Background: an optimization exercise with open tools, aiming at small area, a short achievable clock period and few clock cycles. Do not read the settings as production practice. The RTL was checked by simulation tests, not by an equivalence proof against the original design. Power and IR drop assume default switching activity.

==> flow/design.v (outline; a module is shown in full before it is edited, if it fits) <==
// module rde_sieve: 976 lines
// module rde_sieve_grp0: 252 lines
// module rde_sieve_grp1: 319 lines
// module rde_sieve_grp2: 324 lines
// module rde_sieve_grp3: 329 lines
// module rde_sieve_grp4: 331 lines
// module rde_sieve_grp5: 328 lines
// module rde_sieve_grp6: 329 lines
// module rde_sieve_grp7: 329 lines
module rde_sieve (
    input  wire        clk,
    input  wire        rst,
    input  wire        ld_en,
    input  wire [5:0]  ld_idx,
    input  wire [15:0] ld_data,
    input  wire        set_en,
    input  wire [63:0] set_lsb,
    input  wire [2:0]  set_mod6,
    input  wire        go,
    input  wire [1:0]  go_mode,
    input  wire [7:0]  go_count,
    output reg         out_valid,
    output reg  [63:0] out_lsb,
    output reg         done,
    output wire [63:0] lsb
);
  // ...
==> flow/flow/run.sh <==
#!/bin/bash
# Own layout flow: the standard ORFS flow (standard.sh) with
#  - the standard synthesis script (synth_recipe.tcl), except that ABC maps the
#    lane group modules (rde_sieve_grp*) with flow/area.abc, an area-oriented
#    script; the top module keeps ORFS's script, and the registers are unchanged,
#  - timing repair aiming at a setup slack margin (the achieved period shrinks),
#  - ABC's buffers removed before placement, more antenna repair iterations,
#  - gate sizing not restricted to cells of the same footprint,
#  - ports buffered with buf_2 (every port still gets its buffer).
# The ORFS tools write their full logs under orfs/logs; this script's own
# output goes to run.log.
exec > run.log 2>&1
set -x
HERE=$(pwd)
cat > my_synth.tcl <<EOT
proc abc {args} {
  set i [lsearch -exact \$args -script]
  set ga \$args
  if {\$i >= 0} { lset ga [expr {\$i + 1}] $HERE/flow/area.abc }
  yosys select rde_sieve_grp*
  yosys abc {*}\$ga
  yosys select -clear
  yosys select rde_sieve
  yosys abc {*}\$args
  yosys select -clear
}
source $HERE/synth_recipe.tcl
EOT
sed -e "s|SYNTH_SCRIPT=[^ ]*synth_recipe.tcl|SYNTH_SCRIPT=$HERE/my_synth.tcl|" \
    -e 's|"\${@:-finish}"|MATCH_CELL_FOOTPRINT=0 "\${@:-finish}"|' standard.sh > my_standard.sh
grep -c my_synth.tcl my_standard.sh
export SETUP_SLACK_MARGIN=18.7
export BUFFER_PORTS_ARGS="-buffer_cell sky130_fd_sc_hd__buf_2"
export REMOVE_ABC_BUFFERS=1
export MAX_REPAIR_ANTENNAS_ITER_DRT=20
export MAX_REPAIR_ANTENNAS_ITER_GRT=10
bash my_standard.sh finish
==> flow/flow/area.abc <==
&get -n
&st
&dc2
&syn2
&dch -f
&nf -R 1000 -a
&put
==> flow/standard.sh <==
#!/bin/bash
# synth_recipe.tcl (not shown) runs the flow's synth.tcl, then flattens the netlist and writes it again
# the make line also repeats each setting of config.mk as NAME=value (left out here)
make -C /OpenROAD-flow-scripts/flow DESIGN_CONFIG=/design/flow/config.mk WORK_HOME=/design/flow/orfs CLKGATE_MAP_FILE= SYNTH_SCRIPT=/design/flow/synth_recipe.tcl "${@:-finish}"
==> flow/config.mk <==
export PLATFORM = sky130hd
export DESIGN_NAME = rde_sieve
export DESIGN_NICKNAME = rde_sieve
export VERILOG_FILES = /design/flow/design.v
export SDC_FILE = /design/flow/constraint.sdc
export NUM_CORES = 8
export LEC_CHECK = 0
export CAP_MARGIN = 50
export CORE_MARGIN = 2
export CORE_UTILIZATION = 30
export CTS_CLUSTER_DIAMETER = 80
export CTS_CLUSTER_SIZE = 24
export SLEW_MARGIN = 50
export SYNTH_HIERARCHICAL = 1
==> flow/constraint.sdc <==
create_clock -name core_clock -period 25.0 [get_ports {clk}]
set_input_delay 5.0000 -clock core_clock [delete_from_list [all_inputs] [get_ports {clk}]]
set_output_delay 5.0000 -clock core_clock [all_outputs]
set_load 0.01 [all_outputs]
==> out/results.ini, run 1 <==
[cells_and_area]
largest_cell_class=multi-input gates
layout_commonest_cell=nand2_1
nClkBuffers=85
clk_share=0.0318
utilization=0.352
layout_common_cells=nand2_1, nor2_1, o21ai_0, nand3_1, edfxtp_1
multi_input_area_share=0.609
final_layout_size_suffix_gt1_frac=0.121
inverters_excl_clock=374
nNetsFinal=11300

[clock_network]
cts_hold_buf=0

[power]
p_clk_frac=0.150
p_clk_uw=1340
netSwitchingPower_uw=5290
p_sw_frac=0.591

[detailed_routing]
vias=94100
drtIter0Drc=15000
wl_met3_mm=62.4
vias_per_cell=6.58
drc_errors=0

[grt]
grt_max_degree=57
top_usage_layer=met2

[worst_setup_path]
worstSetupEndpointType=primary output
startpoint=lsb_r[53]
worst-r2r-setup-slack_ps=18800
critPathMaxFanout=2

[outcome]
status=no timing/DRC/antenna violations

[synthesis]
syn_area_um2=76100

[die]
tap_cells=3348

[worst_hold_path]
hold-path-endpoint=z_v

[sta]
fmax_ghz=0.157

Testbench counts, summed over its fixed seeds: cycles 2,213.
==> inputs of run 2 (changes only) <==
--- a/flow/flow/run.sh
+++ b/flow/flow/run.sh
@@ -31,3 +31,3 @@
 grep -c my_synth.tcl my_standard.sh
-export SETUP_SLACK_MARGIN=18.7
+export SETUP_SLACK_MARGIN=19.0
 export BUFFER_PORTS_ARGS="-buffer_cell sky130_fd_sc_hd__buf_2"
==> run 2 against run 1 <==
Largest cell class unchanged. Sequential share of layout area decreased by 0.18 points. Via count about the same. Largest power group unchanged. Fmax about the same. First-iteration DRC count decreased by 0.64%. Cell area increased by 0.94%. Clock skew decreased by 2.1 ps. Non-clock buffer count increased by 27. Sequential power about the same.
==> out/results.ini, run 2 <==
[cells_and_area]
utilization=0.355  ; +0.00330
layout_common_cells=nand2_1, nor2_1, o21ai_0, nand3_1, edfxtp_1
reg_top3=lsb_r: 64 flops, out_lsb: 64 flops
layout_commonest_cell=nand2_1
final_layout_size_suffix_gt1_frac=0.129  ; +0.00845
area_delta_synth_final_pct=17.5
nNetsFinal=11300  ; +0.25%

[worst_setup_path]
cp.arrival_ps=1380
cp.required_ps=20000
timing_worst_setup_path_type=reg -> out
critPathSlowestCell=dfxtp_2
path_delay_family=flip-flops
r2r-start=c_v
cp_cell_sequence=buf_8, buf_6
cp-start-kind=flop
path_buf_inv=2
critPathMaxFanout=2  ; unchanged
max_stage_delay_ps=330
worstSetupEndpointType=primary output
r2r-end=z_v6[4]
r2r_cells=32
worst-r2r-setup-slack_ps=18880  ; +80 ps

[synthesis]
yosysWarnings=7
syn_area_um2=76100  ; unchanged
synthCells=10500
syn_avg_cell_area_um2=7.22

[detailed_routing]
drtIter0Drc=14900  ; -0.64%
routedWlPerCell_um=38.1
dr.pass1.iters=10
vias=94100  ; +0.024%
vias_per_cell=6.57  ; -0.20%
drc_errors=0  ; unchanged
routed_wl_mm=546
detail-route-antenna-nets=0

[die]
rows=184
die_width_um=508
io_pins=234
start_util=0.302
core_area_um2=252000
die_y_um=508
die_area_um2=258000

[sta]
fmax_ghz=0.157  ; about the same
fin_crit_sh=0.255
tightest_slew_ps=898
slew_viol_final=0
setup_tns_ps=0
whs_ps=490
period_needed_ps=6380
rsz0062_at_grt=true
final-setup-viol-count=0
relSlewSlack=0.397
skew_ps=98.3
setup_slack_ps=18620
hold_violations=0

[grt]
grt_pass1_vias=85300
grt_util_all_layers=0.405
grt_max_degree=57  ; unchanged
antenna_found_initial=47
overflow=0
grt_pass1_wl_mm=733

[power]
p_clk_frac=0.147  ; -0.003
comb_power_share=0.685
ir_worst_vdd_v=0.000498
p_per_area_nw_per_um2=102
p_int_uw=3770
netSwitchingPower_uw=5330  ; +0.76%
leakage_uw=0.0328
seq_power_share=0.168
p_sw_frac=0.585  ; -0.00526

[worst_hold_path]
whs_path_depth=2
hold_path_class=reg -> reg
hold_start=r_v
hold-path-endpoint=z_v

[clock_network]
clkSinkCount=783
htree_levels=3
clk_pin_slew_worst_paths_ps=100
cts_inserted_buffers=76
cts_tree=done
clock-root-buffer=clkbuf_16
cts_hold_buf=0  ; unchanged
ctsLongestPathBuffers=3
insertion_delay_ps=790

[outcome]
status=no timing/DRC/antenna violations

[job]
maxCapViolCount=0

[place]
post-place-ws_ps=17410
routabilityCongestion=1.09
hpwl_mm=433
portBuffers=226

[run 2: worst reg2reg max path, delay by kind of cell (launching register included)]
kind | cells | cell delay (ps)
and+or+nand+nor | 3 | 420
buffers and inverters | 11 | 1230
muxes | 1 | 210
adders and majority gates | 4 | 1090
DFF | 1 | 360
AOI/OAI and AO/OA | 11 | 2360
xor gates and xnor gates | 2 | 300
[run 2: layout make-up]
cell class | count | area, µm²
Inverter | 374 | 1420
Timing Repair Buffer | 643 | 5320
Tap cell | 3348 | 4190
Timing Repair inverter | 1 | 5.00
Clock buffer | 85 | 1970
Multi-Input combinational cell | 9015 | 54200
Antenna cell | 21 | 52.6
Sequential cell | 783 | 21400
Clock inverter | 57 | 851
Fill cell | 27300 | 162000
[run 2: worst max-delay path by stage]
stage                     cells after the start  slack (ps)        end      start
after floorplan                              30       17920    z_v6[8]        c_v
after global placement                       23       17140     t39[4]   z_add[1]
after detailed placement                     24       17410  lsb_r[33]    mode[1]
after CTS                                     2       18590    lsb[53]  lsb_r[53]
after global routing                          2       18580    lsb[53]  lsb_r[53]
final                                         2       18620    lsb[53]  lsb_r[53]
[run 2: through the flow]
stage,cell area [µm²],power [µW],cells
after floorplan,74300,3660,10200
after global placement,81500,6860,13900
after detailed placement,83000,7100,14000
after CTS,88200,8830,14200
after global routing,89300,9350,14300
final,89400,9100,14300
[run 2: timing repair]
action	4_1_cts	5_1_grt
resized for setup	391	124
cloned	3	3
pin swaps	29	51
setup buffers	122	39
setup endpoints to repair	729	474
[run 2: per-layer routing]
layer / vias to the layer above / track usage / wire [µm]
met5: - / 0 / 195
li1: 40000 / - / -
met3: 1213 / 0.106 / 60600
met2: 6475 / 0.579 / 221000
met1: 46400 / 0.555 / 230000
met4: 28 / 0.205 / 34300
[run 2: power groups by stage]
stage | logic (µW) | registers (µW) | clock network (µW)
floorplan | 2120 | 1550 | 0
finish | 6230 | 1530 | 1340
detailed placement | 5540 | 1560 | 0
global placement | 5300 | 1560 | 0
global route | 6420 | 1530 | 1400
CTS | 5940 | 1520 | 1370
==> inputs of run 3 (changes only) <==
--- a/flow/flow/run.sh
+++ b/flow/flow/run.sh
@@ -31,3 +31,3 @@
 grep -c my_synth.tcl my_standard.sh
-export SETUP_SLACK_MARGIN=19.0
+export SETUP_SLACK_MARGIN=18.6
 export BUFFER_PORTS_ARGS="-buffer_cell sky130_fd_sc_hd__buf_2"
==> run 3 against run 2 <==
Critical endpoint unchanged. Combinational power shrank 3.5%. Utilization decreased by 0.79 points. Largest power group unchanged. Sequential power about the same.
==> out/results.ini, run 3 <==
[worst_setup_path]
critPathMaxFanout=2  ; unchanged
timing_worst_setup_path_type=reg -> out
crit_top_cell=buf_6
max_stage_delay_ps=330  ; about the same
path_buf_inv=2  ; unchanged
cp-start-kind=flop
cp_cell_sequence=buf_6, buf_6
cp.arrival_ps=1360  ; -20 ps
critPathSlowestCell=dfxtp_2
worstSetupEndpointType=primary output
path_delay_family=flip-flops
cp.required_ps=20000  ; about the same

[grt]
grt_max_degree=57  ; unchanged
grt_pass1_wl_mm=729  ; -0.60%
grt_util_all_layers=0.402  ; -0.00251
grt_pass1_vias=84600  ; -0.76%
antenna_found_initial=60  ; +28%
overflow=0  ; unchanged

[power]
ir_worst_vdd_v=0.000489  ; -1.8%
p_total_uw=8880  ; -2.4%
p_per_area_nw_per_um2=102  ; -0.18%
leakage_uw=0.0320  ; -2.4%

[die]
core_area_um2=252000  ; unchanged
rows=184  ; unchanged
die_y_um=508  ; unchanged
die_width_um=508  ; unchanged
start_util=0.302  ; unchanged
io_pins=234  ; unchanged
die_area_um2=258000  ; unchanged

[detailed_routing]
vias_per_cell=6.57  ; about the same
dr.pass1.iters=7  ; -3
drtIter0Drc=15000  ; +0.78%
routedWlPerCell_um=38.1  ; about the same
vias=93400  ; -0.76%
detail-route-antenna-nets=0  ; unchanged
drc_errors=0  ; unchanged
routed_wl_mm=542  ; -0.67%

[sta]
final-setup-viol-count=0  ; unchanged
slew_viol_final=0  ; unchanged
relSlewSlack=0.435  ; +0.0375
fmax_ghz=0.157  ; +0.21%
hold_violations=0  ; unchanged
setup_tns_ps=0  ; unchanged
whs_ps=488  ; -1.39 ps
fin_crit_sh=0.255  ; -0.000544
tightest_slew_ps=846  ; -52.9 ps
skew_ps=101  ; +2.93 ps
rsz0062_at_grt=true
period_needed_ps=6360  ; -13.6 ps

[clock_network]
cts_inserted_buffers=76  ; unchanged
clkSinkCount=783  ; unchanged
cts_tree=done
insertion_delay_ps=790  ; about the same
htree_levels=3  ; unchanged
clk_pin_slew_worst_paths_ps=100  ; about the same
clock-root-buffer=clkbuf_16
ctsLongestPathBuffers=3  ; unchanged

[synthesis]
synthCells=10500  ; unchanged
yosysWarnings=7  ; unchanged
syn_area_um2=76100  ; unchanged
syn_avg_cell_area_um2=7.22  ; unchanged

[cells_and_area]
reg_top3=lsb_r: 64 flops, out_lsb: 64 flops
nNetsFinal=11200  ; -0.89%
ff_latch_area_um2=21300  ; -0.61%
final_layout_size_suffix_gt1_frac=0.113  ; -0.0168
fillers=27500  ; +0.90%
multi_input_area_um2=53900  ; -0.60%
area_delta_synth_final_pct=14.9
layout_commonest_cell=nand2_1
layout_common_cells=nand2_1, nor2_1, o21ai_0, nand3_1, edfxtp_1
utilization=0.347  ; -0.00787

[place]
hpwl_mm=433  ; unchanged
routabilityCongestion=1.09  ; unchanged
portBuffers=226  ; unchanged

[outcome]
status=no timing/DRC/antenna violations

[worst_hold_path]
hold_path_class=reg -> reg

[job]
maxCapViolCount=0  ; unchanged

[run 3: cell types whose count changed in the layout (fill, tap and decap cells not counted), sizes merged]
cell and delta:
diode -5, inv +2, clkbuf -1, buf -99
clkinv +1, clkinvlp -4
[run 3: final cells by class]
class	count	share of cell area
Timing Repair Buffer	543	0.0437
Multi-Input combinational cell	9015	0.616
Clock buffer	85	0.0225
Antenna cell	16	0.000458
Tap cell	3348	0.0479
Sequential cell	783	0.243
Clock inverter	57	0.00973
Inverter	374	0.0161
[run 3: what timing repair did]
| action | CTS | global route |
|---|---|---|
| resized for setup | 161 | 68 |
| buffers inserted | 41 | 21 |
| hold buffers | 0 | 0 |
| cloned | 2 | 0 |
| pin swaps | 15 | 22 |
| endpoints found under the setup margin | 385 | 248 |
[run 3: stage by stage]
stage | worst slack, ps | cell area (µm²) | cells
6_report | 18640 | 87400 | 14200
5_1_grt | 18550 | 87400 | 14200
4_1_cts | 18590 | 86600 | 14200
3_5_place_dp | 17410 | 83000 | 14000
3_3_place_gp | 17140 | 81500 | 13900
2_1_floorplan | 17920 | 74300 | 10200
[run 3: routing by layer]
layer	share of wire	track usage	vias up
met5	0.00036	0	-
met1	0.42	0.551	46100
li1	-	-	39800
met4	0.063	0.203	30
met2	0.40	0.574	6245
met3	0.11	0.109	1218
[run 3: worst paths after layout]
path / from / end / slack (ps) / cells after the start
worst max-delay path: lsb_r[53] / lsb[53] / 18640 / 2
worst min-delay path: r_v / z_v / 490 / 2
worst max register to register: z_add[1] / t60[4] / 18760 / 24
worst min register to register: r_v / z_v / 490 / 2
[run 3: power breakdown]
part	leakage, µW	total, µW	switching, µW	internal (µW)
sequential	0.00691	1530	79.7	1450
clock	0.00133	1340	685	652
combinational	0.0238	6010	4490	1530
[run 3: tightest hold or removal path, stage by stage, from the launching register on]
cell,delay [ps]
dfxtp_1,340
nor2_1,50
nor2_1,70
==> inputs of run 4 (changes only) <==
--- a/flow/flow/run.sh
+++ b/flow/flow/run.sh
@@ -31,3 +31,3 @@
 grep -c my_synth.tcl my_standard.sh
-export SETUP_SLACK_MARGIN=18.6
+export SETUP_SLACK_MARGIN=18.55
 export BUFFER_PORTS_ARGS="-buffer_cell sky130_fd_sc_hd__buf_2"
==> run 4 against run 3 <==
Still clean. Fmax shrank 0.84%. Wire length fell by 0.13%. Cell count about the same. Sequential power about the same. Area after synthesis unchanged. Largest cell class unchanged. Largest power group unchanged.
==> out/results.ini, run 4 <==
[outcome]
status=no timing/DRC/antenna violations

[clock_network]
clk_pin_slew_worst_paths_ps=100  ; about the same
ctsLongestPathBuffers=3  ; unchanged
cts_tree=done
cts_inserted_buffers=76  ; unchanged
htree_levels=3  ; unchanged
clock-root-buffer=clkbuf_16
insertion_delay_ps=790  ; about the same
clkSinkCount=783  ; unchanged

[worst_setup_path]
critPathMaxFanout=6  ; +4
cp.arrival_ps=1420  ; +60 ps
max_stage_delay_ps=450  ; +120 ps
worst-r2r-setup-slack_ps=18730  ; -30 ps
cp.required_ps=20000  ; about the same
cp_cell_sequence=buf_2
worstSetupEndpointType=primary output
path_delay_family=flip-flops
cp-start-kind=flop
path_buf_inv=1  ; -1
timing_worst_setup_path_type=reg -> out
critPathSlowestCell=dfxtp_2

[sta]
rsz0062_at_grt=false
setup_tns_ps=0  ; unchanged
skew_ps=103  ; +1.37 ps
fin_crit_sh=0.257  ; +0.00216
tightest_slew_ps=837  ; -8.81 ps
final-setup-viol-count=0  ; unchanged
relSlewSlack=0.440  ; +0.00516
period_needed_ps=6420  ; +54.1 ps
hold_violations=0  ; unchanged
setup_slack_ps=18580  ; -54.1 ps
slew_viol_final=0  ; unchanged
fmax_ghz=0.156  ; -0.84%

[synthesis]
syn_avg_cell_area_um2=7.22  ; unchanged
yosysWarnings=7  ; unchanged
synthCells=10500  ; unchanged
syn_area_um2=76100  ; unchanged

[die]
rows=184  ; unchanged
die_y_um=508  ; unchanged
start_util=0.302  ; unchanged
die_area_um2=258000  ; unchanged
io_pins=234  ; unchanged
core_area_um2=252000  ; unchanged
die_width_um=508  ; unchanged

[power]
ir_worst_vdd_v=0.000477  ; -2.5%
p_per_area_nw_per_um2=101  ; -0.31%
leakage_uw=0.0319  ; -0.31%

[cells_and_area]
final_layout_size_suffix_gt1_frac=0.110  ; -0.00223
fillers=27500  ; +0.098%
postLayoutCellArea_um2=87200  ; -0.23%
ff_latch_area_um2=21200  ; -0.28%
area_delta_synth_final_pct=14.6
reg_top3=lsb_r: 64 flops, out_lsb: 64 flops
layout_common_cells=nand2_1, nor2_1, o21ai_0, nand3_1, edfxtp_1
nNetsFinal=11200  ; -0.14%
layout_commonest_cell=nand2_1
multi_input_area_um2=53900  ; about the same

[detailed_routing]
drc_errors=0  ; unchanged
vias=93400  ; -0.059%
vias_per_cell=6.57  ; about the same
wl_met1_mm=229  ; -0.17%
wl_met2_mm=218  ; -0.16%
top_layer=met5
routedWlPerCell_um=38.1  ; about the same
routed_wl_mm=541  ; -0.13%
dr.pass1.iters=10  ; +3
wl_met3_mm=60.9  ; +1.0%
detail-route-antenna-nets=0  ; unchanged
drtIter0Drc=14700  ; -2.2%

[place]
portBuffers=226  ; unchanged
post-place-ws_ps=17410  ; unchanged
routabilityCongestion=1.09  ; unchanged
placed_area_um2=83000  ; unchanged
hpwl_mm=433  ; unchanged

[grt]
antenna_found_initial=59  ; -1.7%
grt_util_all_layers=0.401  ; -0.000805
grt_pass1_vias=84500  ; -0.11%
grt_pass1_wl_mm=728  ; -0.18%
grt_max_degree=57  ; unchanged
overflow=0  ; unchanged

[job]
maxCapViolCount=0  ; unchanged

[worst_hold_path]
hold_path_class=reg -> reg

==> run 4: path summary, 6_finish.rpt <==
path / end / cells after the start / from
worst max-delay path: lsb[14] / 1 / lsb_r[14]
worst min-delay path: z_v / 2 / r_v
worst max register to register: out_lsb[60] / 22 / ip[5]
worst min register to register: z_v / 2 / r_v
==> run 4: per-stage QoR <==
stage,hold WS [ps],util,power (µW),instances
floorplan,445,-,3660,10200
global placement,473,0.324,6860,13900
detailed placement,475,0.329,7100,14000
CTS,497,0.343,8590,14200
global route,512,0.346,9100,14200
finish,488,0.346,8830,14200
==> run 4: cell type report <==
class / count / share of cell area
diodes: 19 / 0.000545
clock buffers: 85 / 0.0226
clock inverters: 57 / 0.00976
inverters: 374 / 0.0161
multi-input cells: 9016 / 0.618
flip-flops and latches: 783 / 0.243
well taps: 3348 / 0.0480
repair buffers: 526 / 0.0421
==> run 4: per-layer routing <==
metal,track usage,up-vias
met5,0,-
met4,0.200,30
met2,0.574,6424
met1,0.550,45900
met3,0.109,1206
li1,-,39700
==> run 4: what timing repair did <==
action                                  in CTS  in global routing
buffers inserted                            27                 18
hold buffers                                 0                  0
resized for setup                          118                 77
gates cloned                                 2                  1
pin swaps                                   14                 21
endpoints found under the setup margin     333                228
==> run 4: power breakdown <==
| group | internal [µW] | total, µW | switching [µW] |
|---|---|---|---|
| Sequential | 1450 | 1530 | 81.0 |
| Combinational | 1500 | 5960 | 4460 |
| Clock | 652 | 1340 | 684 |
==> inputs of run 5 (changes only) <==
--- a/flow/flow/run.sh
+++ b/flow/flow/run.sh
@@ -31,3 +31,3 @@
 grep -c my_synth.tcl my_standard.sh
-export SETUP_SLACK_MARGIN=18.55
+export SETUP_SLACK_MARGIN=18.6
 export BUFFER_PORTS_ARGS="-buffer_cell sky130_fd_sc_hd__buf_2"
--- a/flow/config.mk
+++ b/flow/config.mk
@@ -9,3 +9,3 @@
 export CORE_MARGIN = 2
-export CORE_UTILIZATION = 30
+export CORE_UTILIZATION = 38
 export CTS_CLUSTER_DIAMETER = 80
==> run 5 against run 4 <==
Fmax grew 0.25%. Combinational power rose by 0.7%. Wire length fell by 4.5%. Hold slack improved by 1.9 ps. Register-to-register slack worse by 100 ps. First-iteration DRC count is 26% higher. Utilization is 8.4 points higher. Highest routed layer unchanged. Total power shrank 1.2%. Area after synthesis is the same. Critical path depth is the same. Still clean on timing, DRC and antenna. Synthesized cell count is the same. Cell count decreased by 5.1%.
==> out/results.ini, run 5 <==
[outcome]
status=no timing/DRC/antenna violations

[grt]
overflow=0  ; unchanged
antenna_found_initial=48  ; -19%
grt_pass1_wl_mm=699  ; -4.0%
grt_pass1_vias=87100  ; +3.1%
grt_util_all_layers=0.483  ; +0.0816
grt_max_degree=48  ; -16%

[cells_and_area]
area_delta_synth_final_pct=12.8
layout_commonest_cell=nand2_1
nNetsFinal=11100  ; -0.25%
fillers=20300  ; -26%
final_layout_size_suffix_gt1_frac=0.108  ; -0.00231
instances_no_fill=13500  ; -5.1%
layout_common_cells=nand2_1, nor2_1, o21ai_0, nand3_1, edfxtp_1
multi_input_area_um2=53900  ; about the same
ff_latch_area_um2=21300  ; +0.31%
reg_top3=lsb_r: 64 flops, out_lsb: 64 flops

[power]
p_int_uw=3350  ; -7.1%
p_sw_frac=0.616  ; +0.0243
comb_power_share=0.687  ; +0.012
p_per_area_nw_per_um2=102  ; +0.36%
netSwitchingPower_uw=5370  ; +2.8%
leakage_uw=0.0316  ; -0.79%
p_clk_frac=0.138  ; -0.013
seq_power_share=0.175  ; +0.002
p_total_uw=8720  ; -1.2%
ir_worst_vdd_v=0.000788  ; +65%

[worst_setup_path]
cp.required_ps=20000  ; about the same
startpoint=lsb_r[40]
path_delay_family=flip-flops
cp-start-kind=flop
worstSetupEndpointType=primary output
cp.arrival_ps=1400  ; -20 ps
crit_cells=1  ; unchanged
r2r-end=z_v6[8]
cp_cell_sequence=buf_6
r2r_cells=31  ; +41%
critical_path.endpoint=lsb[40]
max_stage_delay_ps=420  ; -30 ps
r2r-start=c_v
critPathSlowestCell=dfxtp_2
timing_worst_setup_path_type=reg -> out
worst-r2r-setup-slack_ps=18630  ; -100 ps
critPathMaxFanout=6  ; unchanged
path_buf_inv=1  ; unchanged

[sta]
hold_violations=0  ; unchanged
slew_viol_final=0  ; unchanged
final-setup-viol-count=0  ; unchanged
fmax_ghz=0.156  ; +0.25%
setup_tns_ps=0  ; unchanged
relSlewSlack=0.448  ; +0.00870
skew_ps=59.0  ; -43.7 ps
period_needed_ps=6400  ; -16.2 ps
fin_crit_sh=0.256  ; -0.000648
tightest_slew_ps=821  ; -16.2 ps
rsz0062_at_grt=true

[detailed_routing]
vias=96800  ; +3.6%
routed_wl_mm=517  ; -4.5%
drc_errors=0  ; unchanged
detail-route-antenna-nets=0  ; unchanged
vias_per_cell=7.18  ; +9.2%
routedWlPerCell_um=38.3  ; +0.63%
dr.pass1.iters=8  ; -2
drtIter0Drc=18500  ; +26%

[clock_network]
insertion_delay_ps=800  ; about the same
cts_tree=done
ctsLongestPathBuffers=3  ; unchanged
clkSinkCount=783  ; unchanged
clk_pin_slew_worst_paths_ps=90  ; about the same
cts_inserted_buffers=68  ; -11%
htree_levels=3  ; unchanged
cts_hold_buf=0  ; unchanged
clock-root-buffer=clkbuf_16

[die]
die_area_um2=204000  ; -21%
start_util=0.381  ; +0.0794
die_y_um=451  ; -11%
io_pins=234  ; unchanged
core_area_um2=199000  ; -21%
rows=164  ; -11%
die_width_um=451  ; -11%

[job]
maxCapViolCount=0  ; unchanged

[synthesis]
yosysWarnings=7  ; unchanged
synthCells=10500  ; unchanged
syn_avg_cell_area_um2=7.22  ; unchanged
syn_area_um2=76100  ; unchanged

[place]
place_inst=13300  ; -5.2%
portBuffers=226  ; unchanged
routabilityCongestion=1.19  ; +9.3%
hpwl_mm=405  ; -6.6%

[worst_hold_path]
hold_path_class=reg -> reg

run 5: what timing repair did:
| action | CTS | global route |
|---|---|---|
| endpoints found under the hold margin | 0 | 0 |
| gates cloned | 1 | 0 |
| setup buffers | 28 | 31 |
| pin swaps | 7 | 11 |
| endpoints found under the setup margin | 245 | 271 |
| resized for setup | 126 | 100 |
run 5: power groups by stage:
stage               Clock (µW)  Sequential [µW]  Combinational [µW]
floorplan                    0             1550                2120
global placement             0             1550                5160
detailed placement           0             1550                5420
CTS                       1210             1520                5510
global route              1250             1530                6030
finish                    1200             1530                6000
run 5: metal layers:
layer / share of wire / wire [µm] / GRT usage / up-vias
li1: - / - / - / 39700
met3: 0.15 / 78500 / 0.210 / 2073
met4: 0.089 / 46100 / 0.337 / 50
met2: 0.39 / 201000 / 0.664 / 8661
met1: 0.37 / 191000 / 0.600 / 46200
met5: 0.00075 / 387 / 0 / -
run 5: per-stage QoR:
stage / instance area, µm² / worst slack [ps] / utilization / hold WS [ps]
finish: 85800 / 18600 / 0.430 / 490
global route: 85800 / 18440 / 0.430 / 507
CTS: 84700 / 18510 / 0.425 / 485
detailed placement: 81700 / 17440 / 0.410 / 478
global placement: 80300 / 17380 / 0.403 / 458
floorplan: 74300 / 17920 / - / 445
run 5: worst min-delay path by stage:
stage | from | to | slack, ps | depth (start not counted)
6_report | lsb_r[24] | out_lsb[24] | 490 | 1
5_1_grt | lsb_r[16] | out_lsb[16] | 510 | 1
4_1_cts | lsb_r[24] | out_lsb[24] | 490 | 1
3_5_place_dp | r_v | z_v | 480 | 2
3_3_place_gp | r_v | z_v | 460 | 2
2_1_floorplan | r_v | z_v | 440 | 2
run 5: cell type report:
type | count | share of cell area
timing repair buffer | 506 | 0.0405
inverter | 374 | 0.0164
tap | 2656 | 0.0387
antenna | 25 | 0.000729
clock inverter | 51 | 0.00815
sequential | 783 | 0.248
clock buffer | 74 | 0.0202
multi-input combinational | 9016 | 0.628
==> inputs of run 6 (changes only) <==
--- a/flow/config.mk
+++ b/flow/config.mk
@@ -9,3 +9,3 @@
 export CORE_MARGIN = 2
-export CORE_UTILIZATION = 38
+export CORE_UTILIZATION = 33
 export CTS_CLUSTER_DIAMETER = 80
==> run 6 against run 5 <==
Non-clock buffer count is 39 higher. First-iteration DRC count fell by 20%. Utilization down 5.3 points. Clock-buffer cell count shrank 1. Critical path depth increased by 1. Clock power increased by 6%. Wire length increased by 3.2%. Still clean. Sequential power barely moved. Highest routed layer unchanged. Clock skew up 29 ps. Synthesized cell count did not move.
==> out/results.ini, run 6 <==
[place]
post-place-ws_ps=17730  ; +289 ps
hpwl_mm=426  ; +5.3%
routabilityCongestion=1.14  ; -4.6%
portBuffers=226  ; unchanged

[worst_setup_path]
cp.required_ps=20000  ; about the same
cp.arrival_ps=1370  ; -30 ps
cp-start-kind=flop
critPathMaxFanout=2  ; -4
timing_worst_setup_path_type=reg -> out
r2r-start=z_ca[1]
startpoint=lsb_r[49]
worstSetupEndpointType=primary output

[die]
start_util=0.331  ; -0.0502
die_area_um2=234000  ; +15%
rows=176  ; +7.3%
die_width_um=484  ; +7.2%
core_area_um2=230000  ; +15%
die_y_um=484  ; +7.2%
io_pins=234  ; unchanged

[clock_network]
cts_inserted_buffers=70  ; +2.9%
insertion_delay_ps=790  ; about the same
clkSinkCount=783  ; unchanged
cts_tree=done
clock-root-buffer=clkbuf_16
htree_levels=3  ; unchanged
clk_pin_slew_worst_paths_ps=90  ; about the same
ctsLongestPathBuffers=3  ; unchanged

[detailed_routing]
vias_per_cell=6.80  ; -5.3%
routed_wl_mm=533  ; +3.2%
routedWlPerCell_um=38.4  ; about the same
drc_errors=0  ; unchanged
detail-route-antenna-nets=0  ; unchanged
drtIter0Drc=14900  ; -20%
dr.pass1.iters=9  ; +1
vias=94500  ; -2.4%

[sta]
whs_ps=486  ; -4.35 ps
slew_viol_final=0  ; unchanged
fmax_ghz=0.157  ; +0.44%
final-setup-viol-count=0  ; unchanged
rsz0062_at_grt=true
tightest_slew_ps=881  ; +60.6 ps
setup_slack_ps=18630  ; +28.3 ps
setup_tns_ps=0  ; unchanged
fin_crit_sh=0.255  ; -0.00113
hold_violations=0  ; unchanged
skew_ps=88.0  ; +29.0 ps
period_needed_ps=6370  ; -28.3 ps
relSlewSlack=0.407  ; -0.0413

[power]
ir_worst_vdd_v=0.000672  ; -15%
leakage_uw=0.0320  ; +0.99%
p_per_area_nw_per_um2=100  ; -1.3%

[grt]
grt_pass1_wl_mm=718  ; +2.7%
grt_max_degree=56  ; +17%
grt_util_all_layers=0.433  ; -0.0499
antenna_found_initial=47  ; -2.1%
overflow=0  ; unchanged
grt_pass1_vias=86600  ; -0.59%

[synthesis]
syn_area_um2=76100  ; unchanged
synthCells=10500  ; unchanged
yosysWarnings=7  ; unchanged
syn_avg_cell_area_um2=7.22  ; unchanged

[cells_and_area]
layout_common_cells=nand2_1, nor2_1, o21ai_0, nand3_1, edfxtp_1
final_layout_size_suffix_gt1_frac=0.109  ; +0.00124
area_delta_synth_final_pct=13.9
nNetsFinal=11200  ; +0.36%
layout_commonest_cell=nand2_1
reg_top3=lsb_r: 64 flops, out_lsb: 64 flops

[outcome]
status=no timing/DRC/antenna violations

[worst_hold_path]
hold_start=lsb_r[29]
hold_path_class=reg -> reg

[job]
maxCapViolCount=0  ; unchanged

[run 6: per-layer routing]
metal | part of all wire | global-route usage
met1 | 0.38 | 0.532
met2 | 0.42 | 0.648
met3 | 0.12 | 0.128
met4 | 0.088 | 0.301
met5 | 0.00022 | 0
[run 6: layout make-up]
cell class                      count  area (µm²)
Fill cell                       24300      143000
Multi-Input combinational cell   9015       53700
Sequential cell                   783       21300
Tap cell                         3026        3790
Timing Repair Buffer              545        3770
Clock buffer                       73        1770
Inverter                          374        1410
Clock inverter                     56         900
Antenna cell                       25        62.6
[run 6: power breakdown]
part / total (µW) / switching (µW) / internal [µW]
clock network: 1270 / 667 / 603
logic: 5900 / 4580 / 1320
registers: 1530 / 76.7 / 1450
[run 6: worst max-delay path, cell delays in order, from the launching register on]
cell	delay, ps
dfxtp_2	340
buf_6	140
buf_6	120
[run 6: final timing paths]
path	slack (ps)	cells past startpoint	end
min reg2reg	490	1	lsb_r[29]
min	490	1	lsb_r[29]
max reg2reg	18750	24	t55[4]
max	18630	2	lsb[49]
[run 6: stage by stage]
step | area [µm²] | utilization | cells | power (µW)
2_1_floorplan | 74300 | - | 10200 | 3660
3_3_place_gp | 81100 | 0.353 | 13600 | 6710
3_5_place_dp | 82500 | 0.359 | 13700 | 6960
4_1_cts | 85800 | 0.374 | 13800 | 8330
5_1_grt | 86600 | 0.377 | 13900 | 8860
6_report | 86700 | 0.377 | 13900 | 8700
[run 6: timing repair]
action                     CTS  global route
setup endpoints to repair  486           317
buffers inserted            42            31
hold buffers                 0             0
resized for setup          144            78
hold endpoints to repair     0             0
pin swaps                    8            23
==> inputs of run 7 (changes only) <==
--- a/flow/config.mk
+++ b/flow/config.mk
@@ -7,3 +7,3 @@
 export LEC_CHECK = 0
-export CAP_MARGIN = 50
+export CAP_MARGIN = 20
 export CORE_MARGIN = 2
@@ -12,3 +12,3 @@
 export CTS_CLUSTER_SIZE = 24
-export SLEW_MARGIN = 50
+export SLEW_MARGIN = 20
 export SYNTH_HIERARCHICAL = 1
==> run 7 against run 6 <==
Still clean on timing, DRC and antenna. Fmax is essentially flat. Critical path depth rose by 4. First-iteration DRC count rose by 2.3%. Total power is 2.9% lower. Clock-buffer cell count rose by 1.
==> out/results.ini, run 7 <==
[clock_network]
clock-root-buffer=clkbuf_16
ctsLongestPathBuffers=3  ; unchanged
insertion_delay_ps=800  ; about the same
cts_tree=done
clkSinkCount=783  ; unchanged
htree_levels=3  ; unchanged
cts_inserted_buffers=69  ; -1.4%
clk_pin_slew_worst_paths_ps=90  ; about the same

[power]
seq_power_share=0.181  ; +0.005
p_int_uw=3240  ; -3.8%
ir_worst_vdd_v=0.000601  ; -11%
leakage_uw=0.0313  ; -1.9%
p_per_area_nw_per_um2=99.2  ; -1.1%
netSwitchingPower_uw=5210  ; -2.2%
p_clk_frac=0.147  ; about the same
p_total_uw=8450  ; -2.9%
p_sw_frac=0.616  ; +0.00392
comb_power_share=0.672  ; -0.006

[sta]
fin_crit_sh=0.255  ; about the same
period_needed_ps=6370  ; +1.20 ps
final-setup-viol-count=0  ; unchanged
skew_ps=91.5  ; +3.54 ps
whs_ps=493  ; +7.00 ps
rsz0062_at_grt=true
slew_viol_final=0  ; unchanged
setup_tns_ps=0  ; unchanged
tightest_slew_ps=1370  ; +491 ps
relSlewSlack=0.0771  ; -0.330
fmax_ghz=0.157  ; about the same
hold_violations=0  ; unchanged

[die]
die_y_um=484  ; unchanged
io_pins=234  ; unchanged
core_area_um2=230000  ; unchanged
die_width_um=484  ; unchanged
rows=176  ; unchanged
start_util=0.331  ; unchanged
die_area_um2=234000  ; unchanged

[cells_and_area]
layout_commonest_cell=nand2_1
reg_top3=lsb_r: 64 flops, out_lsb: 64 flops
layout_common_cells=nand2_1, nor2_1, o21ai_0, nand3_1, edfxtp_1
ff_latch_area_um2=21300  ; about the same
fillers=24400  ; +0.56%
multi_input_area_um2=52700  ; -1.8%
nNetsFinal=11100  ; -0.47%
final_layout_size_suffix_gt1_frac=0.0883  ; -0.0210
instances_no_fill=13800  ; -0.37%
area_delta_synth_final_pct=11.9

[detailed_routing]
drc_errors=0  ; unchanged
drtIter0Drc=15200  ; +2.3%
routed_wl_mm=533  ; about the same
routedWlPerCell_um=38.5  ; +0.32%
detail-route-antenna-nets=0  ; unchanged
vias_per_cell=6.82  ; +0.35%
vias=94400  ; -0.026%
dr.pass1.iters=10  ; +1

[grt]
grt_pass1_vias=86400  ; -0.23%
overflow=0  ; unchanged
grt_max_degree=56  ; unchanged
grt_util_all_layers=0.433  ; about the same
antenna_found_initial=45  ; -4.3%
grt_pass1_wl_mm=718  ; about the same

[synthesis]
yosysWarnings=7  ; unchanged
synthCells=10500  ; unchanged
syn_avg_cell_area_um2=7.22  ; unchanged
syn_area_um2=76100  ; unchanged

[outcome]
status=no timing/DRC/antenna violations

[worst_setup_path]
cp-start-kind=input port
timing_worst_setup_path_type=in -> reg
cp.required_ps=25610  ; +5610 ps
cp.arrival_ps=6990  ; +5620 ps
worstSetupEndpointType=flop
critPathMaxFanout=43  ; +41
r2r-start=z_ca[1]
startpoint=set_en

[place]
portBuffers=226  ; unchanged
place_inst=13600  ; -0.29%
routabilityCongestion=1.14  ; unchanged
hpwl_mm=423  ; -0.80%

[worst_hold_path]
hold_path_class=reg -> reg
hold_start=lsb_r[53]

[job]
maxCapViolCount=0  ; unchanged

[run 7: metal layers]
layer	wire [µm]	GRT usage	up-vias
met4	44600	0.290	30
met2	225000	0.654	7047
li1	-	-	39700
met1	203000	0.535	46100
met5	204	0	-
met3	60400	0.124	1572
[run 7: area by class of cell]
cell class	count	share of cell area
inverters	374	0.0166
flip-flops and latches	783	0.250
clock inverters	53	0.00927
repair buffers	493	0.0391
well taps	3026	0.0445
multi-input cells	9015	0.619
diodes	27	0.000794
clock buffers	74	0.0209
[run 7: worst max-delay path, stage by stage]
cell	delay (ps)
clkbuf_4	450
buf_4	550
nor2_2	190
buf_4	310
o21ai_0	250
o311ai_0	170
[run 7: path summary, 6_finish.rpt]
kind	to	slack, ps	cells past startpoint
max	lsb_r[51]	18630	6
min	out_lsb[53]	490	1
max reg2reg	t55[4]	18760	23
min reg2reg	out_lsb[53]	490	1
[run 7: repair_timing]
item / in CTS / in global routing
buffers inserted: 46 / 20
pin swaps: 6 / 18
gates resized for setup: 153 / 92
hold buffers: 0 / 0
gates cloned: 0 / 0
setup endpoints to repair: 632 / 447
[run 7: metrics by stage]
stage | utilization | area (µm²) | worst slack, ps
floorplan | - | 74300 | 17920
global placement | 0.353 | 81100 | 17460
detailed placement | 0.353 | 81200 | 17410
CTS | 0.368 | 84500 | 18430
global route | 0.370 | 85100 | 18480
finish | 0.371 | 85100 | 18630
[run 7: power by group through the flow]
stage | Sequential [µW] | Clock [µW] | Combinational (µW)
final | 1530 | 1240 | 5680
after global routing | 1540 | 1300 | 5790
after CTS | 1530 | 1260 | 5390
after detailed placement | 1560 | 0 | 5240
after global placement | 1560 | 0 | 5150
after floorplan | 1550 | 0 | 2120
==> inputs of run 8 (changes only) <==
--- a/flow/config.mk
+++ b/flow/config.mk
@@ -9,3 +9,3 @@
 export CORE_MARGIN = 2
-export CORE_UTILIZATION = 33
+export CORE_UTILIZATION = 30
 export CTS_CLUSTER_DIAMETER = 80
==> run 8 against run 7 <==
Still clean on timing, DRC and antenna. Clock power is 9.7% higher. Flip-flop and latch count stayed put. Synthesized cell count stayed put. Wire length is 1.7% higher. Clock-buffer cell count is 6 higher. Sequential power hardly changed. Clock skew is 2.5 ps higher. Cell area is 1.0% higher. Worst setup slack better by 7.7 ps. Critical path type is now reg -> out.
==> out/results.ini, run 8 <==
[outcome]
status=no timing/DRC/antenna violations

[clock_network]
cts_inserted_buffers=76  ; +10%
htree_levels=3  ; unchanged
clkSinkCount=783  ; unchanged
clk_pin_slew_worst_paths_ps=100  ; about the same
clock-root-buffer=clkbuf_16
ctsLongestPathBuffers=3  ; unchanged
insertion_delay_ps=790  ; about the same
cts_tree=done

[detailed_routing]
dr.pass1.iters=9  ; -1
routed_wl_mm=542  ; +1.7%
vias=93600  ; -0.92%
drc_errors=0  ; unchanged
routedWlPerCell_um=38.2  ; -0.73%
detail-route-antenna-nets=0  ; unchanged
vias_per_cell=6.59  ; -3.3%
drtIter0Drc=15200  ; +0.020%

[worst_setup_path]
crit_cells=1  ; -5
timing_worst_setup_path_type=reg -> out
path_delay_family=flip-flops
worstSetupEndpointType=primary output
cp-start-kind=flop
worst-r2r-setup-slack_ps=18750  ; about the same
cp.arrival_ps=1370  ; -5620 ps
r2r-end=out_lsb[60]
max_stage_delay_ps=430  ; -120 ps
critPathMaxFanout=6  ; -86%
cp_cell_sequence=buf_2
r2r-start=mode[1]
critPathSlowestCell=dfxtp_4
path_buf_inv=1  ; -2
cp.required_ps=20000  ; -5610 ps
r2r_cells=24  ; +4.3%
startpoint=lsb_r[56]
critical_path.endpoint=lsb[56]

[sta]
slew_viol_final=0  ; unchanged
fin_crit_sh=0.255  ; -0.000308
relSlewSlack=0.0916  ; +0.0146
period_needed_ps=6370  ; -7.70 ps
setup_tns_ps=0  ; unchanged
skew_ps=94.1  ; +2.54 ps
final-setup-viol-count=0  ; unchanged
rsz0062_at_grt=false
tightest_slew_ps=1360  ; -14.2 ps
fmax_ghz=0.157  ; +0.12%
hold_violations=0  ; unchanged

[synthesis]
syn_area_um2=76100  ; unchanged
syn_avg_cell_area_um2=7.22  ; unchanged
synthCells=10500  ; unchanged
yosysWarnings=7  ; unchanged

[power]
leakage_uw=0.0316  ; +0.79%
ir_worst_vdd_v=0.000629  ; +4.8%
p_per_area_nw_per_um2=99.8  ; +0.55%

[place]
hpwl_mm=431  ; +1.9%
placed_area_um2=81500  ; +0.44%
portBuffers=226  ; unchanged
routabilityCongestion=1.09  ; -4.0%

[cells_and_area]
reg_top3=lsb_r: 64 flops, out_lsb: 64 flops
layout_common_cells=nand2_1, nor2_1, o21ai_0, nand3_1, edfxtp_1
final_layout_size_suffix_gt1_frac=0.0893  ; +0.000981
nNetsFinal=11100  ; +0.17%
ff_latch_area_um2=21300  ; about the same
layout_commonest_cell=nand2_1
area_delta_synth_final_pct=13.0
multi_input_area_um2=52700  ; about the same
fillers=27600  ; +13%
utilization=0.341  ; -0.0293
postLayoutCellArea_um2=86000  ; +1.0%

[worst_hold_path]
hold_path_class=reg -> reg

[die]
rows=184  ; +4.5%
die_area_um2=258000  ; +9.9%
die_width_um=508  ; +4.8%
core_area_um2=252000  ; +9.7%
start_util=0.302  ; -0.0292
io_pins=234  ; unchanged
die_y_um=508  ; +4.8%

[grt]
overflow=0  ; unchanged
grt_pass1_vias=84400  ; -2.3%
grt_pass1_wl_mm=728  ; +1.4%
grt_util_all_layers=0.401  ; -0.0318
antenna_found_initial=61  ; +36%
grt_max_degree=57  ; +1.8%

[job]
maxCapViolCount=0  ; unchanged

-- run 8: metal layers --
| metal | part of all wire | vias up | global-route usage | routed length (µm) |
|---|---|---|---|---|
| met1 | 0.42 | 46000 | 0.552 | 229000 |
| met3 | 0.11 | 1303 | 0.103 | 60600 |
| met2 | 0.40 | 6511 | 0.577 | 218000 |
| met4 | 0.063 | 40 | 0.198 | 33900 |
| met5 | 0.00056 | - | 0 | 305 |
| li1 | - | 39700 | - | - |
-- run 8: worst min-delay path by stage --
stage          cells past startpoint          end       from  slack, ps
5_1_grt                            2      rn_i[5]     ptr[5]        500
3_3_place_gp                       2          z_v        r_v        470
3_5_place_dp                       2          z_v        r_v        470
6_report                           2          z_v        r_v        490
4_1_cts                            1  out_lsb[50]  lsb_r[50]        500
2_1_floorplan                      2          z_v        r_v        440
-- run 8: stage by stage --
stage / power (µW) / worst slack [ps] / std cells / hold slack (ps)
6_report: 8580 / 18630 / 14200 / 486
5_1_grt: 8790 / 18580 / 14200 / 503
4_1_cts: 8370 / 18580 / 14100 / 496
3_5_place_dp: 6830 / 17200 / 13900 / 471
3_3_place_gp: 6860 / 17140 / 13900 / 473
2_1_floorplan: 3660 / 17920 / 10200 / 445
-- run 8: worst register-to-register path, cell delays in order, from the launching register on --
cell and delay [ps]:
edfxtp_1 550, buf_4 210, nor2b_4 150, buf_4 180, buf_4 140, a2111oi_4 460, nand2_1 170, and4_1 280
nand3_2 190, nor3_4 90, nor3b_2 190, a21oi_1 230, nand3b_1 180, or4_1 600, ha_1 300, a21o_1 180
a21oi_1 220, o21bai_1 120, a21oi_2 180, nor2b_1 60, o21a_1 260, xor2_1 320, buf_4 310, nor2_1 80
xor2_1 470
-- run 8: timing repair --
action	in CTS	in global routing
hold endpoints to repair	0	0
pin swaps	15	26
hold buffers	0	0
gates cloned	1	3
gates resized for setup	171	80
setup endpoints to repair	716	468
buffers inserted	49	24
-- run 8: final cells by class --
class                   count  share of cell area
flip-flops and latches    783               0.247
clock buffers              80              0.0225
well taps                3348              0.0487
inverters                 374              0.0164
multi-input cells        9016               0.613
diodes                     22            0.000640
clock inverters            62              0.0109
repair buffers            504              0.0402
-- run 8: where the power goes --
part,internal [µW],total [µW],switching [µW]
Clock,650,1360,712
Sequential,1450,1530,76.9
Combinational,1280,5690,4410
==> inputs of run 9 (changes only) <==
--- a/flow/flow/run.sh
+++ b/flow/flow/run.sh
@@ -31,3 +31,3 @@
 grep -c my_synth.tcl my_standard.sh
-export SETUP_SLACK_MARGIN=18.6
+export SETUP_SLACK_MARGIN=18.7
 export BUFFER_PORTS_ARGS="-buffer_cell sky130_fd_sc_hd__buf_2"
==> run 9 against run 8 <==
Still clean on timing, DRC and antenna. Cell count rose by 0.51%. Utilization increased by 0.49 points. Synthesized cell count stayed put. Global-route usage rose by 0.12 points. Die area unchanged. Critical path type unchanged. Highest routed layer unchanged.
==> out/results.ini, run 9 <==
[die]
core_area_um2=252000  ; unchanged
die_width_um=508  ; unchanged
rows=184  ; unchanged
die_y_um=508  ; unchanged
start_util=0.302  ; unchanged
die_area_um2=258000  ; unchanged
io_pins=234  ; unchanged

[worst_setup_path]
path_delay_family=flip-flops
cp.required_ps=20000  ; about the same
crit_top_cell=buf_6
max_stage_delay_ps=330  ; -100 ps
worstSetupEndpointType=primary output
cp-start-kind=flop
path_buf_inv=2  ; +1
cp_cell_sequence=buf_6, buf_6
critPathMaxFanout=2  ; -4
cp.arrival_ps=1360  ; about the same
timing_worst_setup_path_type=reg -> out
critPathSlowestCell=dfxtp_2
crit_cells=2  ; +1
r2r_cells=22  ; -8.3%

[sta]
fin_crit_sh=0.254  ; -0.000336
tightest_slew_ps=1280  ; -74.5 ps
hold_violations=0  ; unchanged
fmax_ghz=0.157  ; +0.13%
setup_slack_ps=18640  ; +8.40 ps
period_needed_ps=6360  ; -8.40 ps
setup_tns_ps=0  ; unchanged
relSlewSlack=0.142  ; +0.0499
rsz0062_at_grt=true
slew_viol_final=0  ; unchanged
skew_ps=90.0  ; -4.01 ps
final-setup-viol-count=0  ; unchanged
whs_ps=486  ; +0.567 ps

[worst_hold_path]
whs_path_depth=2  ; unchanged
hold_path_class=reg -> reg

[synthesis]
syn_area_um2=76100  ; unchanged
yosysWarnings=7  ; unchanged
syn_avg_cell_area_um2=7.22  ; unchanged
synthCells=10500  ; unchanged

[cells_and_area]
multi_input_area_um2=52900  ; +0.28%
fillers=27400  ; -0.58%
layout_common_cells=nand2_1, nor2_1, o21ai_0, nand3_1, edfxtp_1
ff_latch_area_um2=21400  ; +0.39%
reg_top3=lsb_r: 64 flops, out_lsb: 64 flops
final_layout_size_suffix_gt1_frac=0.0980  ; +0.00871
nNetsFinal=11200  ; +0.62%
layout_commonest_cell=nand2_1
area_delta_synth_final_pct=14.7

[outcome]
status=no timing/DRC/antenna violations

[grt]
grt_util_all_layers=0.402  ; +0.00117
antenna_found_initial=62  ; +1.6%
grt_max_degree=57  ; unchanged
grt_pass1_wl_mm=730  ; +0.29%
overflow=0  ; unchanged
grt_pass1_vias=84900  ; +0.59%

[detailed_routing]
vias_per_cell=6.61  ; +0.18%
routed_wl_mm=544  ; +0.30%
vias=94200  ; +0.69%
dr.pass1.iters=8  ; -1
drtIter0Drc=15200  ; -0.42%
routedWlPerCell_um=38.1  ; -0.21%
detail-route-antenna-nets=0  ; unchanged
drc_errors=0  ; unchanged

[power]
p_clk_frac=0.157  ; -0.002
p_sw_frac=0.603  ; -0.00300
comb_power_share=0.668  ; +0.005
netSwitchingPower_uw=5240  ; +0.71%
ir_worst_vdd_v=0.000637  ; +1.2%
p_int_uw=3450  ; +2.0%
p_per_area_nw_per_um2=99.6  ; -0.24%
seq_power_share=0.175  ; -0.003
leakage_uw=0.0321  ; +1.6%

[job]
maxCapViolCount=0  ; unchanged

[clock_network]
insertion_delay_ps=790  ; about the same
cts_tree=done
clock-root-buffer=clkbuf_16
cts_inserted_buffers=76  ; unchanged
cts_hold_buf=0  ; unchanged
ctsLongestPathBuffers=3  ; unchanged
clkSinkCount=783  ; unchanged
clk_pin_slew_worst_paths_ps=100  ; about the same
htree_levels=3  ; unchanged

[place]
hpwl_mm=431  ; unchanged
portBuffers=226  ; unchanged
post-place-ws_ps=17200  ; unchanged
routabilityCongestion=1.09  ; unchanged

-- run 9: worst paths after layout --
path	end	slack (ps)	start
hold reg to reg	z_v	490	r_v
hold / removal	z_v	490	r_v
setup / recovery	lsb[53]	18640	lsb_r[53]
setup reg to reg	t52[5]	18890	z_add[1]
-- run 9: through the flow --
stage | total power (µW) | util | instances | cell area, µm²
3_5_place_dp | 6830 | 0.324 | 13900 | 81500
2_1_floorplan | 3660 | - | 10200 | 74300
4_1_cts | 8460 | 0.343 | 14200 | 86300
3_3_place_gp | 6860 | 0.324 | 13900 | 81500
6_report | 8690 | 0.346 | 14300 | 87200
5_1_grt | 8880 | 0.346 | 14200 | 87200
-- run 9: repair_timing --
item                       in CTS  in global routing
resized for setup             308                 99
setup endpoints to repair     736                538
setup buffers                 104                 37
cloned                          1                  4
hold endpoints to repair        0                  0
pin swaps                      17                 36
-- run 9: tightest hold or removal path, cell delays in order, from the launching register on --
cell and delay, ps:
dfxtp_1 340, nor2_1 50, nor2_1 70
-- run 9: cell type report --
type / instances / area share
diodes: 26 / 0.000746
repair buffers: 573 / 0.0511
multi-input cells: 9016 / 0.606
clock buffers: 80 / 0.0222
inverters: 374 / 0.0162
clock inverters: 62 / 0.0108
well taps: 3348 / 0.0480
flip-flops and latches: 783 / 0.245
-- run 9: layer usage --
layer	vias up	track usage	part of all wire
li1	39900	-	-
met1	46200	0.552	0.42
met2	6712	0.578	0.40
met3	1341	0.104	0.11
met4	40	0.202	0.064
met5	-	0	0.00057
-- run 9: power groups by stage --
stage               Combinational [µW]  Sequential (µW)  Clock, µW
floorplan                         2120             1550          0
global placement                  5300             1560          0
detailed placement                5270             1560          0
CTS                               5560             1520       1390
global route                      5930             1530       1420
finish                            5800             1520       1360
==> inputs of run 10 (changes only) <==
--- a/flow/config.mk
+++ b/flow/config.mk
@@ -7,8 +7,8 @@
 export LEC_CHECK = 0
-export CAP_MARGIN = 20
+export CAP_MARGIN = 50
 export CORE_MARGIN = 2
 export CORE_UTILIZATION = 30
-export CTS_CLUSTER_DIAMETER = 80
-export CTS_CLUSTER_SIZE = 24
-export SLEW_MARGIN = 20
+export CTS_CLUSTER_DIAMETER = 90
+export CTS_CLUSTER_SIZE = 28
+export SLEW_MARGIN = 50
 export SYNTH_HIERARCHICAL = 1
==> run 10 against run 9 <==
Critical path type unchanged. Largest cell class unchanged. Utilization grew 0.39 points. Area after synthesis is the same. Wire length grew 0.10%. Non-clock buffer count grew 40. Cell count is essentially flat.
==> out/results.ini, run 10 <==
[worst_setup_path]
worstSetupEndpointType=primary output
worst-r2r-setup-slack_ps=18860  ; -30 ps
startpoint=lsb_r[17]
r2r-end=out_lsb[60]
r2r-start=ip[5]
critPathMaxFanout=2  ; unchanged
critical_path.endpoint=lsb[17]
cp-start-kind=flop
r2r_cells=22  ; unchanged
cp.required_ps=20000  ; about the same
timing_worst_setup_path_type=reg -> out
cp.arrival_ps=1380  ; +20 ps

[sta]
period_needed_ps=6380  ; +19.4 ps
final-setup-viol-count=0  ; unchanged
relSlewSlack=0.354  ; +0.212
skew_ps=55.3  ; -34.7 ps
fin_crit_sh=0.255  ; +0.000776
hold_violations=0  ; unchanged
setup_slack_ps=18620  ; -19.4 ps
tightest_slew_ps=963  ; -320 ps
rsz0062_at_grt=true
fmax_ghz=0.157  ; -0.30%
slew_viol_final=0  ; unchanged
setup_tns_ps=0  ; unchanged

[clock_network]
clkSinkCount=783  ; unchanged
clk_pin_slew_worst_paths_ps=120  ; +20 ps
cts_tree=done
cts_inserted_buffers=67  ; -12%
htree_levels=3  ; unchanged
clock-root-buffer=clkbuf_16
cts_hold_buf=0  ; unchanged
ctsLongestPathBuffers=3  ; unchanged
insertion_delay_ps=780  ; about the same

[synthesis]
yosysWarnings=7  ; unchanged
syn_avg_cell_area_um2=7.22  ; unchanged
syn_area_um2=76100  ; unchanged
synthCells=10500  ; unchanged

[cells_and_area]
utilization=0.350  ; +0.00392
layout_commonest_cell=nand2_1
ff_latch_area_um2=21400  ; about the same
multi_input_area_um2=54000  ; +2.0%
final_layout_size_suffix_gt1_frac=0.120  ; +0.0215
layout_common_cells=nand2_1, nor2_1, o21ai_0, nand3_1, edfxtp_1
area_delta_synth_final_pct=16.0
nNetsFinal=11200  ; +0.27%
instances_no_fill=14300  ; +0.056%
reg_top3=lsb_r: 64 flops, out_lsb: 64 flops
fillers=27400  ; +0.036%

[power]
leakage_uw=0.0324  ; +0.79%
p_per_area_nw_per_um2=100  ; +0.71%
p_total_uw=8850  ; +1.8%
ir_worst_vdd_v=0.000493  ; -23%

[die]
rows=184  ; unchanged
die_width_um=508  ; unchanged
core_area_um2=252000  ; unchanged
die_y_um=508  ; unchanged
io_pins=234  ; unchanged
die_area_um2=258000  ; unchanged
start_util=0.302  ; unchanged

[detailed_routing]
vias_per_cell=6.58  ; -0.32%
drtIter0Drc=15300  ; +1.1%
routed_wl_mm=544  ; +0.10%
vias=94000  ; -0.26%
detail-route-antenna-nets=0  ; unchanged
routedWlPerCell_um=38.2  ; about the same
drc_errors=0  ; unchanged
dr.pass1.iters=9  ; +1

[grt]
met2_usage=0.575  ; -0.00316
antenna_found_initial=60  ; -3.2%
overflow=0  ; unchanged
top_usage_layer=met2
grt_util_all_layers=0.403  ; +0.000893
grt_pass1_wl_mm=731  ; +0.17%
grtUsageMet3=0.108  ; +0.00342
grt_max_degree=57  ; unchanged
gr-usage-met1=0.553  ; +0.00108
grt_pass1_vias=85000  ; +0.15%

[worst_hold_path]
hold_path_class=reg -> reg
hold_start=r_v

[place]
routabilityCongestion=1.09  ; unchanged
hpwl_mm=433  ; +0.66%
place_inst=14000  ; +0.26%
portBuffers=226  ; unchanged
post-place-ws_ps=17410  ; +211 ps

[job]
maxCapViolCount=0  ; unchanged

[outcome]
status=no timing/DRC/antenna violations

run 10: cell type report:
cell class	count	area share
multi-input combinational	9015	0.612
sequential	783	0.242
timing repair buffer	613	0.0539
tap	3348	0.0475
clock buffer	71	0.0194
inverter	374	0.0160
clock inverter	52	0.00915
antenna	14	0.000397
run 10: how the worst min path moves through the flow:
| stage | cells after the start | endpoint |
|---|---|---|
| 6_report | 2 | z_v |
| 5_1_grt | 2 | z_v |
| 4_1_cts | 2 | z_v |
| 3_5_place_dp | 2 | z_v |
| 3_3_place_gp | 2 | z_v |
| 2_1_floorplan | 2 | z_v |
run 10: power by group:
| group | internal (µW) | switching (µW) |
|---|---|---|
| registers | 1450 | 69.1 |
| logic | 1550 | 4530 |
| clock network | 574 | 669 |
run 10: critical path: stages, from the launching register on:
cell and delay (ps):
dfxtp_2 340, buf_6 120, buf_6 110
run 10: layer usage:
metal	share of wire	vias to the layer above	wire, µm
li1	-	39900	-
met1	0.42	46200	228000
met2	0.40	6488	219000
met3	0.11	1365	61100
met4	0.065	42	35600
met5	0.00045	-	247
run 10: what timing repair did:
item	4_1_cts	5_1_grt
pin swaps	18	31
setup buffers	102	31
endpoints found under the setup margin	480	374
resized for setup	273	98
gates cloned	2	2
run 10: stage by stage:
| step | hold WS [ps] | instance area (µm²) |
|---|---|---|
| 6_report | 490 | 88200 |
| 2_1_floorplan | 445 | 74300 |
| 4_1_cts | 497 | 87200 |
| 5_1_grt | 512 | 88200 |
| 3_3_place_gp | 473 | 81500 |
| 3_5_place_dp | 475 | 83000 |
==> inputs of run 11 (changes only) <==
--- a/flow/flow/run.sh
+++ b/flow/flow/run.sh
@@ -31,3 +31,3 @@
 grep -c my_synth.tcl my_standard.sh
-export SETUP_SLACK_MARGIN=18.7
+export SETUP_SLACK_MARGIN=18.6
 export BUFFER_PORTS_ARGS="-buffer_cell sky130_fd_sc_hd__buf_2"
--- a/flow/config.mk
+++ b/flow/config.mk
@@ -7,8 +7,8 @@
 export LEC_CHECK = 0
-export CAP_MARGIN = 50
+export CAP_MARGIN = 40
 export CORE_MARGIN = 2
 export CORE_UTILIZATION = 30
-export CTS_CLUSTER_DIAMETER = 90
-export CTS_CLUSTER_SIZE = 28
-export SLEW_MARGIN = 50
+export CTS_CLUSTER_DIAMETER = 80
+export CTS_CLUSTER_SIZE = 24
+export SLEW_MARGIN = 40
 export SYNTH_HIERARCHICAL = 1
==> run 11 against run 10 <==
Register-to-register slack worse by 130 ps. Cell area fell by 1.8%. First-iteration DRC count down 2.6%. Sequential power barely moved. Critical path type unchanged. Hold slack lost 19 ps. Combinational power shrank 3.8%. Still clean on timing, DRC and antenna. Critical path depth shrank 1. Wire length decreased by 0.23%. Critical endpoint is now lsb[14].
==> out/results.ini, run 11 <==
[sta]
tightest_slew_ps=1040  ; +76.2 ps
skew_ps=66.8  ; +11.5 ps
whs_ps=472  ; -18.6 ps
final-setup-viol-count=0  ; unchanged
relSlewSlack=0.301  ; -0.0529
slew_viol_final=0  ; unchanged
fin_crit_sh=0.255  ; about the same
hold_violations=0  ; unchanged
rsz0062_at_grt=true
setup_tns_ps=0  ; unchanged
period_needed_ps=6380  ; +4.30 ps
fmax_ghz=0.157  ; about the same

[worst_setup_path]
cp.required_ps=20000  ; about the same
max_stage_delay_ps=430  ; +90 ps
cp_cell_sequence=buf_2
path_delay_family=flip-flops
startpoint=lsb_r[14]
timing_worst_setup_path_type=reg -> out
worstSetupEndpointType=primary output
r2r-start=mode[1]
critPathSlowestCell=dfxtp_4
cp.arrival_ps=1380  ; about the same
cp-start-kind=flop
path_buf_inv=1  ; -1
critPathMaxFanout=2  ; unchanged

[synthesis]
syn_avg_cell_area_um2=7.22  ; unchanged
synthCells=10500  ; unchanged
yosysWarnings=7  ; unchanged
syn_area_um2=76100  ; unchanged

[power]
p_int_uw=3470  ; -3.1%
netSwitchingPower_uw=5260  ; -0.13%
leakage_uw=0.0318  ; -1.8%
p_clk_frac=0.154  ; +0.013
p_sw_frac=0.603  ; +0.00724
ir_worst_vdd_v=0.000621  ; +26%
comb_power_share=0.671  ; -0.016
p_per_area_nw_per_um2=101  ; +0.47%
seq_power_share=0.175  ; +0.003

[die]
start_util=0.302  ; unchanged
die_y_um=508  ; unchanged
core_area_um2=252000  ; unchanged
die_width_um=508  ; unchanged
die_area_um2=258000  ; unchanged
rows=184  ; unchanged
io_pins=234  ; unchanged

[clock_network]
cts_tree=done
insertion_delay_ps=790  ; about the same
htree_levels=3  ; unchanged
clkSinkCount=783  ; unchanged
cts_inserted_buffers=74  ; +10%
clk_pin_slew_worst_paths_ps=100  ; -20 ps
cts_hold_buf=0  ; unchanged
ctsLongestPathBuffers=3  ; unchanged
clock-root-buffer=clkbuf_16

[detailed_routing]
vias=93700  ; -0.29%
detail-route-antenna-nets=0  ; unchanged
vias_per_cell=6.60  ; +0.28%
routedWlPerCell_um=38.3  ; +0.34%
drtIter0Drc=14900  ; -2.6%
dr.pass1.iters=9  ; unchanged
drc_errors=0  ; unchanged
routed_wl_mm=543  ; -0.23%

[cells_and_area]
nNetsFinal=11200  ; -0.83%
layout_common_cells=nand2_1, nor2_1, o21ai_0, nand3_1, edfxtp_1
postLayoutCellArea_um2=86600  ; -1.8%
reg_top3=lsb_r: 64 flops, out_lsb: 64 flops
layout_commonest_cell=nand2_1
area_delta_synth_final_pct=13.9
final_layout_size_suffix_gt1_frac=0.0977  ; -0.0219
utilization=0.344  ; -0.00630
instances_no_fill=14200  ; -0.57%

[grt]
grt_util_all_layers=0.402  ; -0.00148
antenna_found_initial=48  ; -20%
grt_pass1_wl_mm=728  ; -0.45%
grt_pass1_vias=84400  ; -0.66%
overflow=0  ; unchanged
grt_max_degree=57  ; unchanged

[place]
place_inst=14000  ; -0.17%
portBuffers=226  ; unchanged
hpwl_mm=432  ; -0.28%
placed_area_um2=82200  ; -0.98%
routabilityCongestion=1.09  ; unchanged

[worst_hold_path]
hold_start=lsb_r[24]
hold_path_class=reg -> reg

[job]
maxCapViolCount=0  ; unchanged

[outcome]
status=no timing/DRC/antenna violations

[run 11: metrics by stage]
step                      setup slack [ps]  total power, µW
after floorplan                      17920             3660
after global placement               17140             6860
after detailed placement             17150             6970
after CTS                            18560             8500
after global routing                 18480             8940
final                                18620             8730
[run 11: final timing paths]
path / endpoint / cells past startpoint / slack, ps
setup reg to reg: out_lsb[58] / 21 / 18730
setup / recovery: lsb[14] / 1 / 18620
hold reg to reg: out_lsb[24] / 1 / 470
hold / removal: out_lsb[24] / 1 / 470
[run 11: layout make-up]
| cell class | instances | area (µm²) |
|---|---|---|
| Clock inverter | 59 | 968 |
| Tap cell | 3348 | 4190 |
| Sequential cell | 783 | 21300 |
| Timing Repair Buffer | 513 | 3600 |
| Inverter | 374 | 1410 |
| Antenna cell | 17 | 42.5 |
| Multi-Input combinational cell | 9015 | 53200 |
| Clock buffer | 79 | 1870 |
| Fill cell | 27500 | 165000 |
[run 11: repair_timing]
item / 4_1_cts / 5_1_grt
pin swaps: 12 / 21
resized for setup: 202 / 63
setup endpoints to repair: 565 / 413
setup buffers: 51 / 19
cloned: 2 / 0
[run 11: worst register-to-register path, cell delays in order, from the launching register on]
cell and delay, ps:
edfxtp_1 540, buf_4 230, or4_1 640, a311oi_4 330, or3_1 230, nor3_4 70, and2_2 270, a41oi_2 260
and3b_1 240, nand3b_1 130, or4_1 590, ha_1 300, a21o_1 180, a21oi_1 220, o21bai_1 100, a21oi_1 230
nor2b_1 70, o21a_1 230, xor2_1 300, buf_4 310, nor2_1 90, xor2_1 550
[run 11: power groups by stage]
stage / registers [µW] / logic (µW) / clock network [µW]
finish: 1530 / 5850 / 1350
CTS: 1520 / 5600 / 1380
global route: 1530 / 5990 / 1410
global placement: 1560 / 5300 / 0
detailed placement: 1560 / 5410 / 0
floorplan: 1550 / 2120 / 0
[run 11: layer usage]
layer  share of wire  GRT usage  up-vias  routed length, µm
met5         0.00043          0        -                235
met4           0.067      0.217       38              36300
met3            0.11      0.106     1323              61100
met2            0.40      0.571     6500             217000
met1            0.42      0.550    46100             228000
li1                -          -    39800                  -

==> what the ideal ports hide <==
Ports are ideal in the flow. The routed layouts listed here were re-timed in OpenROAD.
Step 1 (the two cells are an assumption about what drives the block):
set clk [get_ports {clk}]
set_driving_cell -lib_cell sky130_fd_sc_hd__clkbuf_16 $clk
set_driving_cell -lib_cell sky130_fd_sc_hd__buf_2 [delete_from_list [all_inputs] $clk]
Step 2, shift: input delay + t, output delay - t, t = (earliest + latest rising clock arrival at the registers) / 2. This alone moves slack from input paths to output paths.
Three values: ideal, step 1, step 2; two values: the first two.
run | shift t [ns] | slack for setup (ns) | latest minus earliest clock arrival (ns) | cell pins on the clock port's net
run 1 | 0.848 | 18.619 / 18.514 / 18.117 | 0.100 / 0.101 | 1
run 2 | 0.835 | 18.623 / 18.529 / 18.228 | 0.099 / 0.098 | 1
run 3 | 0.831 | 18.636 / 18.543 / 17.995 | 0.101 / 0.102 | 1
run 4 | 0.850 | 18.582 / 18.476 / 17.997 | 0.103 / 0.103 | 1
run 5 | 0.877 | 18.598 / 18.493 / 17.918 | 0.062 / 0.061 | 1
run 6 | 0.838 | 18.627 / 18.538 / 17.863 | 0.088 / 0.088 | 1
run 7 | 0.865 | 18.626 / 18.526 / 17.841 | 0.093 / 0.093 | 1
run 8 | 0.840 | 18.633 / 18.541 / 17.975 | 0.095 / 0.095 | 1
run 9 | 0.840 | 18.642 / 18.549 / 18.040 | 0.090 / 0.091 | 1
run 10 | 0.851 | 18.622 / 18.534 / 18.095 | 0.075 / 0.075 | 1
run 11 | 0.855 | 18.618 / 18.523 / 17.970 | 0.067 / 0.067 | 1
After both steps every run listed still meets setup and hold. The setup slack of run 7, which loses most, moves by -0.100 ns with the drivers and by -0.785 ns with both steps.
